Source: an optimization exercise on an open RTL-to-GDS flow (aim: small area). Production flows keep margins and buffers that such runs may drop.
Function was checked by simulation only, so behaviour that the tests miss may differ from the original.
Power figures rest on the tool's default switching activity, not on a simulated workload.

==> design/flow/design.v <==
module rtc_eqk (
    input  wire        clk,
    input  wire        rst,
    input  wire        c_valid,
    input  wire [39:0] c_cmd,
    output wire        c_ready,
    output reg         c_rvalid,
    output reg  [31:0] c_rdata,
    input  wire        p_valid,
    input  wire [39:0] p_cmd,
    output reg         p_rvalid,
    output reg  [31:0] p_rdata,
    input  wire        t_valid,
    input  wire [39:0] t_cmd,
    input  wire        x_valid,
    input  wire [39:0] x_cmd
);
    localparam [7:0] OP_INIT     = 8'h01;
    localparam [7:0] OP_SETIVL   = 8'h02;
    localparam [7:0] OP_NOW8     = 8'h03;
    localparam [7:0] OP_NOW16    = 8'h04;
    localparam [7:0] OP_NOW32    = 8'h05;
    localparam [7:0] OP_EL8      = 8'h06;
    localparam [7:0] OP_EL16     = 8'h07;
    localparam [7:0] OP_EL32     = 8'h08;
    localparam [7:0] OP_WAIT     = 8'h09;
    localparam [7:0] OP_PUT      = 8'h10;
    localparam [7:0] OP_GET      = 8'h11;
    localparam [7:0] OP_FLUSH    = 8'h12;
    localparam [7:0] OP_KEYINIT  = 8'h20;
    localparam [7:0] OP_KEYSTEP  = 8'h21;
    localparam [7:0] OP_KEYPR    = 8'h22;
    localparam [7:0] OP_STATUS   = 8'h30;
    localparam [7:0] OP_TICK     = 8'h40;
    localparam [7:0] OP_WAKE     = 8'h41;
    localparam [1:0] PORT_C = 2'd0;
    localparam [1:0] PORT_P = 2'd1;
    localparam [2:0] KS_UP     = 3'd0;
    localparam [2:0] KS_DOWN   = 3'd1;
    localparam [2:0] KS_READY  = 3'd2;
    localparam [2:0] KS_PRESS  = 3'd3;
    localparam [2:0] KS_REPEAT = 3'd4;
    function op_legal;
        input [7:0] op;
        begin
            case (op)
                8'h01, 8'h02, 8'h03, 8'h04, 8'h05, 8'h06, 8'h07, 8'h08, 8'h09,
                8'h10, 8'h11, 8'h12, 8'h20, 8'h21, 8'h22, 8'h30, 8'h40, 8'h41:
                    op_legal = 1'b1;
                default: op_legal = 1'b0;
            endcase
        end
    endfunction
    function [2:0] fault_cp;
        input        is_p;
        input [39:0] w;
        reg port_ok, n_lo, n_mid, n_16, n_hi, resv;
        begin
            port_ok = 1'b0;
            n_lo = 1'b0; n_mid = 1'b0; n_16 = 1'b0; n_hi = 1'b0;
            case (w[39:32])
                8'h01, 8'h02: begin port_ok = !is_p; n_16 = 1'b1; n_hi = 1'b1; end
                8'h03, 8'h04, 8'h05, 8'h30: begin
                    port_ok = 1'b1; n_lo = 1'b1; n_mid = 1'b1; n_16 = 1'b1; n_hi = 1'b1;
                end
                8'h06: begin port_ok = 1'b1; n_mid = 1'b1; n_16 = 1'b1; n_hi = 1'b1; end
                8'h07: begin port_ok = 1'b1; n_16 = 1'b1; n_hi = 1'b1; end
                8'h08: port_ok = 1'b1;
                8'h09: begin port_ok = !is_p; n_hi = 1'b1; end
                8'h10: begin port_ok = is_p; n_16 = 1'b1; n_hi = 1'b1; end
                8'h11, 8'h12: begin
                    port_ok = !is_p; n_lo = 1'b1; n_mid = 1'b1; n_16 = 1'b1; n_hi = 1'b1;
                end
                8'h20, 8'h21: begin port_ok = !is_p; n_mid = 1'b1; n_16 = 1'b1; n_hi = 1'b1; end
                8'h22: begin port_ok = !is_p; n_16 = 1'b1; n_hi = 1'b1; end
                default: ;
            endcase
            resv = (n_lo  && w[7:0]   != 8'h0) ||
                   (n_mid && w[15:8]  != 8'h0) ||
                   (n_16  && w[16]) ||
                   (n_hi  && w[31:17] != 15'h0);
            if (!op_legal(w[39:32]))
                fault_cp = 3'd1;
            else if (!port_ok)
                fault_cp = 3'd2;
            else if (resv)
                fault_cp = 3'd3;
            else if (is_p && w[39:32] == 8'h10 && w[15:8] == 8'h00)
                fault_cp = 3'd4;
            else
                fault_cp = 3'd0;
        end
    endfunction
    function [2:0] fault_tx;
        input [7:0]  own;
        input [39:0] w;
        begin
            if (!op_legal(w[39:32]))
                fault_tx = 3'd1;
            else if (w[39:32] != own)
                fault_tx = 3'd2;
            else if (w[31:0] != 32'h0)
                fault_tx = 3'd3;
            else
                fault_tx = 3'd0;
        end
    endfunction
    function [2:0] ctz8;
        input [7:0] v;
        integer k;
        begin
            ctz8 = 3'd0;
            for (k = 7; k >= 0; k = k - 1)
                if (v[k])
                    ctz8 = k[2:0];
        end
    endfunction
    function [31:0] inc32;                  
        input [31:0] x;
        input        c;
        integer k;
        reg cc;
        begin
            cc = c;
            for (k = 0; k < 32; k = k + 1) begin
                inc32[k] = x[k] ^ cc;
                cc = x[k] & cc;
            end
        end
    endfunction
    function [15:0] inc16;                  
        input [15:0] x;
        input        c;
        integer k;
        reg cc;
        begin
            cc = c;
            for (k = 0; k < 16; k = k + 1) begin
                inc16[k] = x[k] ^ cc;
                cc = x[k] & cc;
            end
        end
    endfunction
    function [15:0] dec16;                  
        input [15:0] x;
        input        c;
        integer k;
        reg cc;
        begin
            cc = c;
            for (k = 0; k < 16; k = k + 1) begin
                dec16[k] = x[k] ^ cc;
                cc = ~x[k] & cc;
            end
        end
    endfunction
    function [7:0] inc8;                    
        input [7:0] x;
        input       c;
        integer k;
        reg cc;
        begin
            cc = c;
            for (k = 0; k < 8; k = k + 1) begin
                inc8[k] = x[k] ^ cc;
                cc = x[k] & cc;
            end
        end
    endfunction
    function [5:0] addq;                    
        input [5:0] x;
        input [1:0] y;
        integer k;
        reg c;
        begin
            addq[0] = x[0] ^ y[0];
            c = x[0] & y[0];
            addq[1] = x[1] ^ y[1] ^ c;
            c = (x[1] & y[1]) | (x[1] & c) | (y[1] & c);
            for (k = 2; k < 6; k = k + 1) begin
                addq[k] = x[k] ^ c;
                c = x[k] & c;
            end
        end
    endfunction
    function [5:0] dec6;                    
        input [5:0] x;
        input       c;
        integer k;
        reg cc;
        begin
            cc = c;
            for (k = 0; k < 6; k = k + 1) begin
                dec6[k] = x[k] ^ cc;
                cc = ~x[k] & cc;
            end
        end
    endfunction
    function [4:0] add5;                    
        input [4:0] x;
        input [4:0] y;
        input       c;
        integer k;
        reg cc;
        begin
            cc = c;
            for (k = 0; k < 5; k = k + 1) begin
                add5[k] = x[k] ^ y[k] ^ cc;
                cc = (x[k] & y[k]) | (x[k] & cc) | (y[k] & cc);
            end
        end
    endfunction
    function [31:0] add32;
        input [31:0] x;
        input [31:0] y;
        integer k;
        reg c;
        begin
            c = 1'b0;
            for (k = 0; k < 16; k = k + 1) begin
                add32[k] = x[k] ^ y[k] ^ c;
                c = (x[k] & y[k]) | (x[k] & c) | (y[k] & c);
            end
            add32[31:16] = inc16(add16(x[31:16], y[31:16]), c);
        end
    endfunction
    function [15:0] add16;
        input [15:0] x;
        input [15:0] y;
        integer k;
        reg c;
        begin
            c = 1'b0;
            for (k = 0; k < 16; k = k + 1) begin
                add16[k] = x[k] ^ y[k] ^ c;
                c = (x[k] & y[k]) | (x[k] & c) | (y[k] & c);
            end
        end
    endfunction
    reg [31:0] cnt;
    reg        ten;
    reg [15:0] ivl;
    reg [15:0] sub;
    reg [15:0] buf_q [0:31];
    reg [4:0]  gi;
    reg [5:0]  cntq;
    reg [7:0]  ovf;
    reg [7:0]  care;
    reg [7:0]  last;
    reg [2:0]  kst;
    reg        kv;
    reg [2:0]  kidx;
    reg [7:0]  rpt;
    reg [15:0] age;
    reg [2:0]  fault;
    reg        wpend;
    reg [15:0] wrem;
    reg        wmode;
    reg        sleep;
    assign c_ready = !wpend;
    wire [2:0] c_fc = fault_cp(1'b0, c_cmd);
    wire [2:0] p_fc = fault_cp(1'b1, p_cmd);
    wire [2:0] t_fc = fault_tx(OP_TICK, t_cmd);
    wire [2:0] x_fc = fault_tx(OP_WAKE, x_cmd);
    wire [7:0]  c_op  = c_cmd[39:32];
    wire [31:0] c_arg = c_cmd[31:0];
    wire [7:0]  p_op  = p_cmd[39:32];
    wire [31:0] p_arg = p_cmd[31:0];
    wire c_act = c_valid && !wpend;
    wire c_ok  = c_act && (c_fc == 3'd0);
    wire p_ok  = p_valid && (p_fc == 3'd0);
    wire t_ok  = t_valid && (t_fc == 3'd0);
    wire x_ok  = x_valid && (x_fc == 3'd0);
    wire c_init    = c_ok && (c_op == OP_INIT);
    wire c_setivl  = c_ok && (c_op == OP_SETIVL);
    wire c_wait    = c_ok && (c_op == OP_WAIT);
    wire c_get     = c_ok && (c_op == OP_GET);
    wire c_flush   = c_ok && (c_op == OP_FLUSH);
    wire c_keyinit = c_ok && (c_op == OP_KEYINIT);
    wire c_keystep = c_ok && (c_op == OP_KEYSTEP);
    wire p_put     = p_ok && (p_op == OP_PUT);
    wire [2:0] fault_c = (fault != 3'd0) ? fault :
                         (c_act ? c_fc : 3'd0);
    wire [2:0] n_fault = (fault_c != 3'd0) ? fault_c :
                         (p_valid && p_fc != 3'd0) ? p_fc :
                         (t_valid && t_fc != 3'd0) ? t_fc :
                         (x_valid ? x_fc : 3'd0);
    wire        ten_c  = ten | c_init;
    wire        ivl_wr = c_init | c_setivl;
    wire [15:0] ivl_c  = ivl_wr ? c_arg[15:0] : ivl;
    wire [15:0] sub_c  = ivl_wr ? 16'h0 : sub;
    wire        tick   = t_ok && ten_c;
    wire [31:0] cnt_n  = inc32(cnt, tick);
    wire [15:0] sub_i  = inc16(sub_c, 1'b1);
    wire        ivl_nz = (ivl_c != 16'h0);
    wire        t_hit  = (sub_i == ivl_c);
    wire        tev    = tick && ivl_nz && t_hit;
    wire       get_ovf = c_get && (ovf != 8'h00);
    wire       get_pop = c_get && (ovf == 8'h00) && (cntq != 6'd0);
    wire [7:0] ovf_c   = (c_flush || get_ovf) ? 8'h00 : ovf;
    wire [5:0] cntq_c  = c_flush ? 6'd0 : dec6(cntq, get_pop);
    wire [4:0] pi_c    = add5(gi, cntq[4:0], 1'b0);      
    wire [4:0] gi_n    = add5(c_flush ? pi_c : gi, 5'd0, get_pop);
    wire       full_p  = cntq_c[5];
    wire       w0      = p_put && !full_p;
    wire       full_t  = cntq_c[5] || (w0 && cntq_c[4:0] == 5'h1F);
    wire       w1      = tev && !full_t;
    reg [7:0] ovf_n;
    always @* begin
        ovf_n = ovf_c;
        if (p_put && full_p && ovf_n == 8'h00)
            ovf_n = p_arg[15:8];
        if (tev && full_t && ovf_n == 8'h00)
            ovf_n = 8'h02;
    end
    wire [5:0] cntq_n = addq(cntq_c, {w0 & w1, w0 ^ w1});
    wire [15:0] put_d  = p_arg[15:0];
    wire [15:0] tick_d = {8'h02, cnt_n[7:0]};
    wire        any_w  = w0 | w1;
    wire        both_w = w0 & w1;
    wire [15:0] bus_e  = (!pi_c[0] && w0) ? put_d : tick_d;
    wire [15:0] bus_o  = ( pi_c[0] && w0) ? put_d : tick_d;
    reg [31:0] dec;
    integer s;
    always @* begin
        for (s = 0; s < 32; s = s + 1)
            dec[s] = (pi_c == s);
    end
    wire [31:0] wen = ({32{any_w}} & dec) | ({32{both_w}} & {dec[30:0], dec[31]});
    always @(posedge clk) begin
        for (s = 0; s < 32; s = s + 2) begin
            if (wen[s])   buf_q[s]   <= bus_e;
            if (wen[s+1]) buf_q[s+1] <= bus_o;
        end
    end
    reg [31:0]  rsel;
    reg [15:0]  head;
    always @* begin
        head = 16'h0;
        for (s = 0; s < 32; s = s + 1) begin
            rsel[s] = (gi == s);
            head = head | ({16{rsel[s]}} & buf_q[s]);
        end
    end
    wire [7:0] k_cur = c_arg[7:0] & care;
    wire [7:0] k_chg = last ^ k_cur;
    wire [2:0] k_i   = ctz8(k_chg);
    wire       k_any = (k_chg != 8'h00);
    wire       k_dn  = !k_cur[k_i];
    wire       k_own = kv && (kidx == k_i);
    wire [7:0] rpt_i = inc8(rpt, ~&rpt);
    reg  [2:0]  kst_n;
    reg         kv_n;
    reg  [2:0]  kidx_n;
    reg  [7:0]  rpt_n;
    reg  [7:0]  last_n;
    reg         kref;       
    reg  [15:0] k_ev;
    always @* begin
        kst_n  = kst;
        kv_n   = kv;
        kidx_n = kidx;
        rpt_n  = rpt;
        last_n = last;
        kref   = 1'b0;
        k_ev   = 16'h0;
        if (c_keyinit) begin
            last_n = c_arg[7:0];
            kst_n  = KS_UP;
            kv_n   = 1'b0;
        end else if (c_keystep) begin
            if (k_any) begin
                last_n = last ^ (8'h01 << k_i);
                if (k_dn) begin
                    kv_n   = 1'b1;
                    kidx_n = k_i;
                    kst_n  = KS_DOWN;
                    kref   = 1'b1;
                    k_ev   = {8'h03, 5'b0, k_i};
                end else if (k_own) begin
                    case (kst)
                        KS_DOWN: begin
                            kst_n = KS_UP;
                            kref  = 1'b1;
                            k_ev  = {8'h07, 5'b0, k_i};
                        end
                        KS_READY, KS_REPEAT: begin
                            kst_n = KS_PRESS;
                            kref  = 1'b1;
                            k_ev  = {8'h05, 5'b0, k_i};
                        end
                        default: ;
                    endcase
                end
            end else begin
                case (kst)
                    KS_DOWN: if (age >= 16'd3) begin
                        kst_n = KS_READY;
                        k_ev  = {8'h04, 5'b0, kidx};
                    end
                    KS_READY: if (age >= 16'd30) begin
                        kst_n = KS_REPEAT;
                        rpt_n = 8'h01;
                        kref  = 1'b1;
                        k_ev  = 16'h0601;
                    end
                    KS_REPEAT: if (age >= 16'd6) begin
                        rpt_n = rpt_i;
                        kref  = 1'b1;
                        k_ev  = {8'h06, rpt_i};
                    end
                    KS_PRESS: kst_n = KS_UP;
                    KS_UP: if (kv && age >= 16'd12) begin
                        kv_n = 1'b0;
                        k_ev = {8'h08, 5'b0, kidx};
                    end
                    default: ;
                endcase
            end
        end
    end
    wire [15:0] age_n = inc16(kref ? 16'h0 : age, tick);
    wire        recheck = wpend && !sleep;
    wire        w_zero  = (wrem == 16'hFFFF);
    wire        w_done  = recheck && w_zero;
    wire [15:0] wrem_c  = c_wait ? ~c_arg[15:0] : wrem;
    wire        wrem_nz = (wrem_c != 16'hFFFF);
    wire [15:0] wrem_n  = inc16(wrem_c, tick && wrem_nz);
    wire        wake    = p_valid || tick || x_ok;
    reg wpend_n, wmode_n, sleep_n;
    always @* begin
        wpend_n = wpend;
        wmode_n = wmode;
        sleep_n = sleep;
        if (c_wait) begin
            wpend_n = 1'b1;
            wmode_n = c_arg[16];
            sleep_n = c_arg[16];
        end else if (recheck) begin
            if (w_zero)
                wpend_n = 1'b0;
            else if (wmode)
                sleep_n = 1'b1;
        end
        if (wake)
            sleep_n = 1'b0;
    end
    wire [31:0] ncnt   = ~cnt;
    wire [31:0] c_diff = ~add32(ncnt, c_arg);
    wire [31:0] p_diff = ~add32(ncnt, p_arg);
    reg [31:0] c_resp;
    always @* begin
        c_resp = 32'h0;
        if (c_ok) begin
            case (c_op)
                OP_SETIVL: c_resp = {16'h0, ivl};
                OP_NOW8, OP_EL8:   c_resp = {24'h0, c_diff[7:0]};
                OP_NOW16, OP_EL16: c_resp = {16'h0, c_diff[15:0]};
                OP_NOW32, OP_EL32: c_resp = c_diff;
                OP_GET: begin
                    if (ovf != 8'h00)
                        c_resp = {16'h0, 8'h01, ovf};
                    else if (cntq != 6'd0)
                        c_resp = {16'h0, head};
                end
                OP_KEYSTEP: c_resp = {16'h0, k_ev};
                OP_KEYPR:   c_resp = {31'h0, (c_arg[15:8] & c_arg[7:0]) == 8'h00};
                OP_STATUS:  c_resp = {7'h0, ten, ovf, 2'b0, cntq, 5'b0, fault};
                default: ;
            endcase
        end
    end
    reg [31:0] p_resp;
    always @* begin
        p_resp = 32'h0;
        if (p_ok) begin
            case (p_op)
                OP_NOW8, OP_EL8:   p_resp = {24'h0, p_diff[7:0]};
                OP_NOW16, OP_EL16: p_resp = {16'h0, p_diff[15:0]};
                OP_NOW32, OP_EL32: p_resp = p_diff;
                OP_STATUS:         p_resp = {7'h0, ten_c, ovf_c, 2'b0, cntq_c, 5'b0, fault_c};
                default: ;
            endcase
        end
    end
    always @(posedge clk) begin
        if (rst) begin
            cnt      <= 32'h0;
            ten      <= 1'b0;
            ivl      <= 16'h0;
            gi       <= 5'd0;
            cntq     <= 6'd0;
            ovf      <= 8'h00;
            care     <= 8'h00;
            last     <= 8'h00;
            kst      <= KS_UP;
            kv       <= 1'b0;
            fault    <= 3'd0;
            wpend    <= 1'b0;
            c_rvalid <= 1'b0;
            p_rvalid <= 1'b0;
        end else begin
            cnt      <= cnt_n;
            ten      <= ten_c;
            ivl      <= ivl_c;
            gi       <= gi_n;
            cntq     <= cntq_n;
            ovf      <= ovf_n;
            if (c_keyinit)
                care <= c_arg[7:0];
            last     <= last_n;
            kst      <= kst_n;
            kv       <= kv_n;
            fault    <= n_fault;
            wpend    <= wpend_n;
            c_rvalid <= (c_act && !c_wait) || w_done;
            p_rvalid <= p_valid;
        end
    end
    always @(posedge clk) begin
        sub     <= (tick && ivl_nz) ? (t_hit ? 16'h0 : sub_i) : sub_c;
        wmode   <= wmode_n;
        sleep   <= sleep_n;
        kidx    <= kidx_n;
        rpt     <= rpt_n;
        age     <= age_n;
        wrem    <= wrem_n;
        c_rdata <= c_resp;
        p_rdata <= p_resp;
    end
endmodule
==> design/flow/flow/run.sh <==
#!/bin/bash
# The standard layout (standard.sh: the standard flow's synthesis and ORFS flow), with three
# changes:
#  - ABC maps the combinational logic with an area-oriented script
#    (flow/area.abc: &nf with the delay constraint relaxed); everything else in
#    the synthesis, registers included, is synth_recipe.tcl unchanged;
#  - port buffers use the smallest buffer;
#  - the clock tree uses fewer, larger leaf clusters without dummy loads.
set -euo pipefail
W=$(pwd)
{
    head -n 1 synth_recipe.tcl
    echo "proc abc {args} { set i [lsearch \$args -script]; if {\$i >= 0} { lset args [expr {\$i + 1}] $W/flow/area.abc }; yosys abc {*}\$args }"
    tail -n +2 synth_recipe.tcl
} > area_synth.tcl
CTS="-sink_clustering_enable -repair_clock_nets -dont_use_dummy_load"
CTS="$CTS -buf_list sky130_fd_sc_hd__clkbuf_8 -sink_clustering_size 15 -sink_clustering_max_diameter 60"
bash standard.sh \
    "SYNTH_SCRIPT=$W/area_synth.tcl" \
    "BUFFER_PORTS_ARGS=-buffer_cell sky130_fd_sc_hd__buf_1" \
    "CTS_ARGS=$CTS" \
    finish > standard.log 2>&1
==> design/flow/flow/area.abc <==
&get -n
&st
&dch -f
&nf -R 1000 -p
&st
&syn2
&if -g -K 6
&synch2
&nf -R 1000 -p
&st
&dch -f
&nf -R 1000 -p
&st
&syn2
&if -g -K 6
&synch2
&nf -R 1000 -p
&st
&dch -f
&nf -R 1000 -p
&put
topo
stime -c
dnsize -c
==> design/flow/standard.sh <==
#!/bin/bash
# synth_recipe.tcl (not shown) runs the flow's synth.tcl, then flattens the netlist and writes it again
# the make line also repeats each setting of config.mk as NAME=value (left out here)
make -C /OpenROAD-flow-scripts/flow DESIGN_CONFIG=/design/flow/config.mk WORK_HOME=/design/flow/orfs CLKGATE_MAP_FILE= SYNTH_SCRIPT=/design/flow/synth_recipe.tcl "${@:-finish}"
==> design/flow/config.mk <==
export PLATFORM = sky130hd
export DESIGN_NAME = rtc_eqk
export DESIGN_NICKNAME = rtc_eqk
export VERILOG_FILES = /design/flow/design.v
export SDC_FILE = /design/flow/constraint.sdc
export NUM_CORES = 4
export LEC_CHECK = 0
export CAP_MARGIN = 10
export CORE_MARGIN = 2
export CORE_UTILIZATION = 60
export SLEW_MARGIN = 10
==> design/flow/constraint.sdc <==
create_clock -name core_clock -period 12.0 [get_ports {clk}]
set_input_delay 2.4000 -clock core_clock [delete_from_list [all_inputs] [get_ports {clk}]]
set_output_delay 2.4000 -clock core_clock [all_outputs]
set_load 0.01 [all_outputs]
==> flow_summary.toml, run 1 <==
[status]
outcome = "complete, no violations"

[yosys]
synth_nets = 2807
syn_area_sq_um = 31500
synthArstFlopShare_pct = 0
synthFlopType = "edfxtp_1"
ys_warn_count = 2
synth_cell_types = 53
synthTopCellsByArea = "edfxtp_1, dfxtp_1, ha_1, fa_1, a222oi_1"
postSynthCellCount = 2437
yosysTopAreaCell = "edfxtp_1"
syn_avg_cell_area_sq_um = 12.9
seq_area_frac_synth_pct = 63.1
synth_edf_count = 524
yosys.area.top_type_share_pct = 49.9
synth-seq-cells = 731

[worst_setup_path]
path_depth = 41
end_kind = "flip-flop"
timing.critical_path.buf_inv = 4
required_ns = 12.29
worstRegToRegCells = 37
worst_setup_path_start_kind = "input port"
slowest_delay_ns = 0.62
path_delay_family = "adder cells"
reg2reg_slack_ns = 2.61
critPathMostFrequentCell = "ha_1"
worstPathArrival_ns = 11.24
critPathSlowestCell = "or3_1"
path_max_fanout = 16
critical_path_class = "input port to flip-flop"

[cells_and_area]
drive_gt1_share_pct = 7.72
fillers = 3715
area_growth_pct = 11.6
final_nets = 3221
fin_util_pct = 68.1

[clock_network]
root_buffer = "clkbuf_8"
cts_htree_levels = 2
cts_made_buffers = 57
tritoncts = "yes"
post_cts_buffers = 0
clock-sinks = 731
clkLatencyLatePin_ns = 0.73
clock_path_buffers = 3
ctsResizeCount = 0
hold_buffers = 0
clk_pin_slew_ns = 0.09

[grt]
grt_remaining_overflow = 0
grt_pass1_wl_um = 153000
grt_max_degree = 47
grt_pass1_vias = 23300
grt_usage_pct = 39.5
antenna_found_initial = 6

[floorplanning]
die_h_um = 233
ios = 233
fp.dieArea_sq_um = 54400
coreArea_sq_um = 51600
initial_utilization_pct = 61.0
num_rows = 83
die_x_um = 233

[routing]
drt_wl_total_um = 106000
vias = 24000
viasPerCell = 6.80
ant_nets = 0
wl_per_cell_um = 30.1
drtIter0Drc = 4144
drc = 0
drt_first_pass_iters = 10

[min_path]
holdPathStages = 2
hold_class = "flip-flop to flip-flop"

[sta]
tightest_slew_ns = 1.31
skew_ns = 0.106
post-route-period-util_pct = 91.2
grt_setup_unrepaired = "no"
slew_headroom_pct = 12.5
fin_crit_ns = 10.94
max_freq_mhz = 91.4
hold_viol = 0
setup_viol = 0
maxSlewViolCount = 0
tns_ns = 0

[power]
p_switching_mw = 0.853
vdd_drop_max_mv = 0.106
p_int_mw = 3.13
power_per_cell_area_nw_per_um2 = 113
p_comb_share_pct = 3.1
switching_share_pct = 21.4
p_leak_nw = 13.1
clockPowerShare_pct = 29.9
p_seq_share_pct = 67.0

[placement]
gp_congestion = 0.982
dpl.hpwl_um = 73600
io_buffers = 232

[run]
max-cap-violations = 0
## cells in the mapped netlist (3+ instances only)
cell	instances
edfxtp_1	524
and3_1	20
o31ai_1	6
a222oi_1	108
a21o_1	3
o211ai_1	3
dfxtp_1	207
a22oi_1	62
or2_0	10
mux2i_1	4
nand2_1	182
or4_1	4
fa_1	62
nand4b_1	4
a211oi_1	20
nor3_1	40
ha_1	142
a31oi_1	13
a22o_1	30
xor2_1	40
xnor2_1	18
nor2_1	266
nand2b_1	17
and2_0	28
nand3_1	80
a2111oi_0	4
clkinv_1	98
o21a_1	6
o22ai_1	6
nor4_1	63
o21ai_0	65
a221oi_1	34
a21oi_1	121
o41ai_1	9
or3_1	9
nor2b_1	71
nand4_1	35
## metal layers
metal  routed length (um)  part of all wire [%]  track usage, %
met1                38700                    36            54.8
met2                45700                    43            57.9
met3                16600                    16            11.5
met4                 5290                   5.0            17.8
met5                    0                     0               0
## kinds of logic after synthesis
| kind of cell | synth area share, % |
|---|---|
| xor gates and xnor gates | 1.61 |
| adders and majority gates | 9.58 |
| DFF | 63.1 |
| muxes | 0.199 |
| AOI/OAI and AO/OA | 11.7 |
| buffers and inverters | 1.17 |
| and+or+nand+nor | 12.7 |
## worst min-delay path: stages (launching register included)
cell and delay, ns:
dfxtp_1 0.31, nand2_1 0.05, a21oi_1 0.05
## final cells by class
class,count,area (sq um),area share (%)
clock buffer,57,785,2.23
sequential,731,19900,56.5
inverter,98,368,1.05
multi-input combinational,1608,11400,32.4
antenna,5,12.5,0.0356
tap,680,851,2.42
timing repair buffer,355,1900,5.39
## flip-flops by register name, summed over array words and instances (netlist names), 16 cells and up
signal,cells
age,16
wrem,16
sub,16
p_rdata,32
c_rdata,32
ivl,16
cnt,32
buf_q,512
## power groups by stage
stage	combinational (mW)	clock [mW]	sequential, mW
3_5_place_dp	0.122	0	2.73
2_1_floorplan	0.0499	0	2.72
4_1_cts	0.123	1.18	2.67
3_3_place_gp	0.120	0	2.73
6_report	0.125	1.19	2.67
5_1_grt	0.137	1.26	2.67
## layout by cell type, fill, tap and decap left out, drive strengths merged, types with 6 or more instances in the layout
cell type	n
a211oi	20
nand2	182
nand3	80
and3	20
clkbuf	58
nand2b	17
o21ai	65
fa	62
a31oi	13
o31ai	6
nor4	63
xor2	40
a221oi	34
edfxtp	524
a22o	30
or2	10
buf	354
dfxtp	207
o22ai	6
a21oi	121
o41ai	9
a22oi	62
xnor2	18
nor3	40
nor2b	71
and2	28
ha	142
nand4	35
or3	9
clkinv	98
o21a	6
nor2	266
a222oi	108
## through the flow
step	power (mW)	hold slack [ns]	cell area (sq um)	worst slack [ns]	cells
floorplan	2.77	0.431	31500	1.15	2437
global placement	2.85	0.442	34400	0.527	3471
detailed placement	2.85	0.451	34400	0.461	3471
CTS	3.97	0.462	35200	1.17	3528
global route	4.07	0.472	35200	0.550	3533
finish	3.98	0.462	35200	1.06	3534
## final timing paths
kind / startpoint / endpoint
max: c_cmd[33] / buf_q[29][14]
max reg2reg: cnt[0] / c_rdata[31]
min: care[1] / care[1]
min reg2reg: care[1] / care[1]
==> inputs of run 2 (changes only) <==
--- a/design/flow/flow/run.sh
+++ b/design/flow/flow/run.sh
@@ -14,7 +14,7 @@
     tail -n +2 synth_recipe.tcl
 } > area_synth.tcl
 CTS="-sink_clustering_enable -repair_clock_nets -dont_use_dummy_load"
-CTS="$CTS -buf_list sky130_fd_sc_hd__clkbuf_8 -sink_clustering_size 15 -sink_clustering_max_diameter 60"
+CTS="$CTS -buf_list sky130_fd_sc_hd__clkbuf_8 -sink_clustering_size 18 -sink_clustering_max_diameter 60"
 bash standard.sh \
     "SYNTH_SCRIPT=$W/area_synth.tcl" \
     "BUFFER_PORTS_ARGS=-buffer_cell sky130_fd_sc_hd__buf_1" \
==> flow_summary.toml, run 2 <==
[clock_network]
clkLatencyLatePin_ns = 0.71
clock_path_buffers = 3
hold_buffers = 0
post_cts_buffers = 0
cts_htree_levels = 2
cts_made_buffers = 51
ctsResizeCount = 0
tritoncts = "yes"
root_buffer = "clkbuf_8"
clock-sinks = 731
clk_pin_slew_ns = 0.12

[worst_setup_path]
slowest_delay_ns = 0.63
worstPathArrival_ns = 11.24
critical_path_class = "input port to flip-flop"
critPathMostFrequentCell = "ha_1"
required_ns = 12.29
worst_setup_path_start_kind = "input port"
end_kind = "flip-flop"
critPathSlowestCell = "or3_1"
path_max_fanout = 16

[grt]
grt_max_degree = 47
grt_remaining_overflow = 0
grt_usage_pct = 39.2
grt_pass1_wl_um = 152000
antenna_found_initial = 7
grt_pass1_vias = 23100

[cells_and_area]
most-common-layout-cells = "edfxtp_1, nor2_1, buf_1"
largest_reg_flops = 512
area_growth_pct = 11.4
largest_register = "buf_q"
final_nets = 3215
mostFrequentLayoutCell = "edfxtp_1"
drive_gt1_share_pct = 7.53
design_area_sq_um = 35100
fillers = 3729

[yosys]
syn_area_sq_um = 31500
yosys.area.top_type_share_pct = 49.9
synth.most_common_cell = "edfxtp_1"
synthTopCellsByArea = "edfxtp_1, dfxtp_1, ha_1, fa_1, a222oi_1"
postSynthCellCount = 2437
synthFlopType = "edfxtp_1"
synth_cell_types = 53
synth_nets = 2807
yosysTopAreaCell = "edfxtp_1"
ys_warn_count = 2
synthArstFlopShare_pct = 0
seq_area_frac_synth_pct = 63.1
synth.top_cells.by_count = "edfxtp_1, nor2_1, dfxtp_1, nand2_1, ha_1"
synth_edf_count = 524
syn_avg_cell_area_sq_um = 12.9
synth-seq-cells = 731

[sta]
hold_viol = 0
fin_crit_ns = 10.96
tns_ns = 0
tightest_slew_ns = 1.31
grt_setup_unrepaired = "no"
max_freq_mhz = 91.3
slew_headroom_pct = 12.3
setup_viol = 0
skew_ns = 0.0999
maxSlewViolCount = 0
post-route-period-util_pct = 91.3

[power]
switching_share_pct = 21.3
p_comb_share_pct = 3.2
p_seq_share_pct = 68.0
p_int_mw = 3.09
clockPowerShare_pct = 28.8
p_leak_nw = 13.1
power_per_cell_area_nw_per_um2 = 112
p_switching_mw = 0.834
vdd_drop_max_mv = 0.112

[routing]
ant_nets = 0
viasPerCell = 6.85
wl_per_cell_um = 30.1
drc = 0
drt_wl_total_um = 106000
vias = 24200
drtIter0Drc = 3879
drt_first_pass_iters = 9

[floorplanning]
die_x_um = 233
num_rows = 83
fp.dieArea_sq_um = 54400
initial_utilization_pct = 61.0
die_h_um = 233
ios = 233
coreArea_sq_um = 51600

[placement]
dpl.hpwl_um = 73600
io_buffers = 232
placed_area_sq_um = 34400
gp_congestion = 0.982

[run]
max-cap-violations = 0

[status]
outcome = "complete, no violations"

[min_path]
hold_class = "flip-flop to flip-flop"
[run 2: cell counts after synthesis]
No cell type changed its count.
[run 2: area by class of cell]
type	count	area [sq um]	share of cell area, %
Sequential cell	731	19900	56.6
Multi-Input combinational cell	1608	11400	32.4
Timing Repair Buffer	355	1900	5.40
Tap cell	680	851	2.42
Clock buffer	51	702	2.00
Inverter	98	368	1.05
Antenna cell	7	17.5	0.0499
[run 2: power groups by stage]
| stage | logic [mW] | clock network, mW | registers [mW] |
|---|---|---|---|
| after floorplan | 0.0499 | 0 | 2.72 |
| after global placement | 0.120 | 0 | 2.73 |
| after detailed placement | 0.122 | 0 | 2.73 |
| after CTS | 0.123 | 1.12 | 2.67 |
| after global routing | 0.137 | 1.20 | 2.67 |
| final | 0.125 | 1.13 | 2.67 |
[run 2: kinds of logic after synthesis]
| family | Yosys count | share of synthesized area, % |
|---|---|---|
| buf+inv | 98 | 1.17 |
| compound gates | 504 | 11.7 |
| xor+xnor | 58 | 1.61 |
| mux | 6 | 0.199 |
| fa+ha+maj | 204 | 9.58 |
| simple gates | 836 | 12.7 |
| flops | 731 | 63.1 |
[run 2: metrics by stage]
step | hold slack [ns] | power, mW | cells | setup WS (ns) | utilization [%]
floorplan | 0.431 | 2.77 | 2437 | 1.15 | -
global placement | 0.442 | 2.85 | 3471 | 0.527 | 66.6
detailed placement | 0.451 | 2.85 | 3471 | 0.461 | 66.6
CTS | 0.468 | 3.91 | 3522 | 1.15 | 68.0
global route | 0.479 | 4.01 | 3527 | 0.525 | 68.0
finish | 0.468 | 3.92 | 3530 | 1.04 | 68.0
[run 2: path summary, 6_finish.rpt]
kind / startpoint / end / cells past startpoint / slack [ns]
worst max register to register: cnt[0] / c_rdata[31] / 37 / 2.63
worst min-delay path: care[6] / care[6] / 2 / 0.47
worst max-delay path: c_cmd[33] / buf_q[29][14] / 41 / 1.04
worst min register to register: care[6] / care[6] / 2 / 0.47
[run 2: worst max-delay path: cells and delay by family]
kind                     cells  cell delay (ns)
adder cells (fa/ha/maj)     16             3.56
AND/OR/NAND/NOR             13             2.91
XOR/XNOR                     1             0.18
buffers and inverters        4             0.78
AO/OA/AOI/OAI                7             1.41
[run 2: per-layer routing]
layer | vias up | routed length, um | track usage (%)
met1 | 11600 | 39100 | 55.1
li1 | 10200 | - | -
met2 | 1979 | 45600 | 57.9
met3 | 330 | 16300 | 10.9
met4 | 2 | 5050 | 16.4
met5 | - | 19 | 0

-- port drivers added, routing unchanged --
Ports are ideal in the flow. The routed layouts listed here were re-timed in OpenROAD.
Step 1 sets driving cells, clkbuf_16 on the clock port and buf_2 on the other inputs (assumed; they add their load-dependent delay and slew).
Step 2, shift: input delay + t, output delay - t, t = (earliest + latest rising clock arrival at the registers) / 2. This alone moves slack from input paths to output paths.
Three values: ideal ports, drivers, drivers and shift; two values: the first two.
run | shift t [ns] | setup WS [ns] | hold slack, ns | cell pins on the clock port's net
run 1 | 0.736 | 1.057 / 1.095 / 0.359 | 0.462 / 0.462 / 0.462 | 1
run 2 | 0.717 | 1.043 / 1.083 / 0.366 | 0.468 / 0.468 / 0.468 | 1
After both steps setup and hold are still met in every run listed. The setup slack of run 1, which loses most, moves by +0.038 ns with the drivers and by -0.698 ns with both steps.
